Source: an optimization exercise on an open RTL-to-GDS flow (aim: small area, a short achievable clock period and few clock cycles). Production flows keep margins and buffers that such runs may drop.
In this exercise RTL edits were held to simulation tests only and were not proved equivalent to the original.
Power and IR drop assume default switching activity.

==> harbor <==
## intdec
module intdec (
    input  wire        clk,
    input  wire        rst,
    input  wire        start,
    input  wire [63:0] in_len,
    input  wire [63:0] out_cap,
    output wire        in_rd,
    output wire [12:0] in_raddr,
    input  wire [63:0] in_rdata,
    output reg         out_we,
    output wire [15:0] out_addr,
    output wire [63:0] out_wdata,
    output wire [13:0] status,
    output wire [63:0] result_len,
    output wire [63:0] err_info
);
    localparam [2:0] K_NONE = 3'd0, K_MLEN = 3'd1, K_SHORT = 3'd2,
                     K_VARINT = 3'd3, K_UNKNOWN = 3'd5, K_CAP = 3'd6,
                     K_RANGE = 3'd7;
    localparam [3:0] S_IDLE = 4'd0, S_C0 = 4'd1, S_C1 = 4'd2, S_C2 = 4'd3,
                     S_STR = 4'd4, S_VAR = 4'd5, S_RCHK = 4'd6, S_RE0 = 4'd7,
                     S_RFILL = 4'd8, S_CCHK = 4'd9, S_ERR = 4'd10, S_RE1 = 4'd11,
                     S_VERR = 4'd12, S_CCHK0 = 4'd13;
    reg        busy, done, empty;
    reg [2:0]  kind;          
    reg [2:0]  ek;            
    reg        se, sr;        
    reg [1:0]  sc;            
    reg [3:0]  sn;            
    reg [3:0]  nib;
    reg [3:0]  state;
    reg [63:0] acc;           
    reg [63:0] v;             
    reg        r_keep;        
    reg [63:0] w;             
    reg [63:0] prev;          
    reg [15:0] lp;            
    reg [16:0] oc;            
    reg [12:0] ra;            
    reg [12:0] ar;            
    reg [2:0]  bo;            
    reg [3:0]  vi;            
    reg        vfield;        
    reg        efield;        
    reg [7:0]  rem;           
    reg        rem0, rle1;    
    reg        cap_r;         
    reg        rl;            
    reg        full;          
    reg        wl;            
    reg        vv;            
    reg        vlast;         
  ...
Settings: LEC_CHECK=0, CAP_MARGIN=20, CORE_MARGIN=2, CORE_UTILIZATION=45, CTS_BUF_LIST=sky130_fd_sc_hd__clkbuf_4 sky130_fd_sc_hd__clkbuf_8, SETUP_SLACK_MARGIN=4.6, SLEW_MARGIN=20, TNS_END_PERCENT=15; clock period 8.0 ns.
standard.sh (not shown) runs the stock make flow with config.mk's settings and CLKGATE_MAP_FILE= SYNTH_SCRIPT=/design/flow/synth_recipe.tcl, a recipe that flattens the netlist after the stock synthesis.
==> flow/flow/run.sh <==
#!/bin/bash
# The standard layout (the standard.sh, unchanged synthesis and steps), with the
# port buffers that global placement inserts made of the smallest plain buffer cell
# (sky130_fd_sc_hd__buf_1) instead of the one buffer_ports picks by default.
set -euo pipefail
export BUFFER_PORTS_ARGS="-buffer_cell sky130_fd_sc_hd__buf_1"
bash standard.sh > standard_flow.log 2>&1
==> amber: changes against harbor <==
--- a/flow/design.v
+++ b/flow/design.v
@@ -32,15 +32,16 @@
     reg [63:0] acc;           
     reg [63:0] v;             
     reg        r_keep;        
     reg [63:0] w;             
     reg [63:0] prev;          
     reg [15:0] lp;            
     reg [16:0] oc;            
-    reg [12:0] ra;            
+    reg [1:0]  ra;            
+    reg        last_r;        
     reg [12:0] ar;            
     reg [2:0]  bo;            
     reg [3:0]  vi;            
     reg        vfield;        
     reg        efield;        
     reg [7:0]  rem;           
     reg        rem0, rle1;    
@@ -141,15 +142,15 @@
             default: begin cmp_x = acc[20:0]; cmp_ge = 1'b0; end
         endcase
     end
     wire        cap_over = ({cmp_x, cmp_ge} > {4'd0, oc, 1'b0}) ||
                            (state == S_RCHK && prev[63:17] != 47'd0);
     wire        in_range = (prev[63:17] != 47'd0) || (prev[16] && prev[15:0] != 16'd0);
     wire        pk_fast  = counted || (oc[16] && lp[15:11] == 5'd0);
-    wire        is_lastw = (ra == lp[15:3]);
+    wire        is_lastw = last_r;
     wire        var_end  = ((lp[15:5] == 11'd0) && ({ra[1:0], bo} > lp[4:0])) || (vi == 4'd10);
     wire        var_stop = !cur_byte[7];
     wire        var_bad  = (vi == 4'd9) && (cur_byte[6:1] != 6'd0);
     wire        var_err  = var_end || (var_stop && var_bad);
     wire        rem1     = rle1 && !rem0;
     wire        c2_err   = (code == 2'd3) || ((code == 2'd0) ? (lp[2:0] != 3'd0 || cap_r)
                                                               : (lp[15:3] == 13'd0));
@@ -239,15 +240,16 @@
     wire [2:0]  fin_kind = (state == S_ERR) ? ek : (state == S_CCHK) ? K_CAP : K_NONE;
     assign in_rd    = busy;
     assign in_raddr = ar;
     wire [59:0] w_shifted = w[59:0] >> wbits;
     always @(posedge clk) begin
         acc <= r_keep ? sum : v;
         v   <= (zzx & {64{v_zz}}) | (prev & {64{v_prev}}) | {43'd0, v_small};
-        ra  <= ar;
+        ra     <= ar[1:0];
+        last_r <= (ar == lp[15:3]);
         ar  <= ar_zero ? 13'd0 : (ar_inc ? ar + 13'd1 : ar);
         if (w_load)
             w <= field;
         else if (state == S_VAR && !vfield)
             w <= (w & {64{vi != 4'd0}}) | vpart;
         else if (w_shift)
             w[59:0] <= w_shifted;
CTS_BUF_LIST = not set   (was sky130_fd_sc_hd__clkbuf_4 sky130_fd_sc_hd__clkbuf_8)
TNS_END_PERCENT = 5   (was 15)
==> delta: changes against harbor <==
==> flow/run.sh (new file) <==
#!/bin/bash
# synth_recipe.tcl (not shown) runs the flow's synth.tcl, then flattens the netlist and writes it again
# the make line also repeats each setting of config.mk as NAME=value (left out here)
make -C /OpenROAD-flow-scripts/flow DESIGN_CONFIG=/design/flow/config.mk WORK_HOME=/design/flow/orfs CLKGATE_MAP_FILE= SYNTH_SCRIPT=/design/flow/synth_recipe.tcl finish
CTS_BUF_LIST = not set   (was sky130_fd_sc_hd__clkbuf_4 sky130_fd_sc_hd__clkbuf_8)
removed: flow/flow/run.sh
removed: flow/standard.sh
==> summary of the runs <==
Combinational power, lowest first: amber, harbor, delta. Clock power, lowest first: harbor, amber, delta. Count of clock-buffer cells in the layout: delta < amber < harbor. Against harbor, the critical path depth of amber is lower by 4. Global-route usage: harbor < amber < delta. Worst hold slack: delta is worse than harbor (0.0039 ns). In amber the synthesized area is smaller than in delta, by 1.5%. Final cell count: delta > harbor > amber. Non-clock buffer count, lowest first: amber, harbor, delta.
==> figures <==
                                                                   harbor                       amber                       delta
Result of the run                         no timing/DRC/antenna violations  no timing/DRC/antenna violations  no timing/DRC/antenna violations
Type of element capturing the critical path                      flip-flop                   flip-flop                  output pin
Met1 routed wirelength after detailed routing                45800 microns               49700 microns               52000 microns
Post-synthesis area per instance                                8.61 sq um                  8.40 sq um                  8.61 sq um
Layout net count                                                      3958                        3941                        3984
Post-CTS setup buffer count                                             49                          32                          76
Yosys top cell area share                                            0.169                       0.172                       0.169
Post-synthesis compound-gate area fraction                           0.203                       0.211                       0.203
Seq group                                                        0.00367 W                   0.00342 W                   0.00358 W
Reg-to-reg slack, setup                                            4.51 ns                     4.42 ns                     4.49 ns
Row count                                                               92                          91                          92
Worst Skew                                                       0.0596 ns                   0.0389 ns                   0.0321 ns
Total combinational power                                        0.00463 W                   0.00376 W                   0.00532 W
Top Usage Layer GRT                                                   met2                        met1                        met2
Initial core utilization                                             0.454                       0.455                       0.454
Min-Delay Path Depth                                                     0                           1                           0
Via count of the routed design                                       28393                       28389                       29202
Library cell used as clock root buffer           sky130_fd_sc_hd__clkbuf_8  sky130_fd_sc_hd__clkbuf_16  sky130_fd_sc_hd__clkbuf_16
Met1 demand-to-capacity share in global routing                      0.451                       0.516                       0.505
Testbench counts of harbor, summed over its fixed seeds: cycles 29,181.
Testbench counts of amber, summed over its fixed seeds: cycles 29,181.
Testbench counts of delta, summed over its fixed seeds: cycles 29,181.

-- port drivers added, routing unchanged --
The results above use ideal ports. As a check the final layouts listed here were re-extracted and re-timed, cells and wires unchanged. Step 1 assumes that a clkbuf_16 drives the clock port and a buf_2 every other input. Step 2 moves the port delays by t, midway between the first and last clock arrival at a register: inputs arrive t later, outputs are due t later. That takes back most of the time a late clock gives input paths. Slacks: ideal ports / drivers / drivers and shift; pairs: ideal ports / drivers.
| run | t (ns) | slack for setup (ns) | worst register clock-pin slew, ns | pins driven straight from the clock port |
|---|---|---|---|---|
| harbor | 0.730 | 4.510 / 4.510 / 3.874 | 0.07 / 0.07 | 1 |
| amber | 0.677 | 4.420 / 4.424 / 3.786 | 0.07 / 0.07 | 1 |
| delta | 0.673 | 4.463 / 4.394 / 3.877 | 0.08 / 0.08 | 1 |
After both steps setup and hold are still met in every run listed. The setup slack of harbor, which loses most, moves by 0.000 ns with the drivers and by -0.636 ns with both steps.
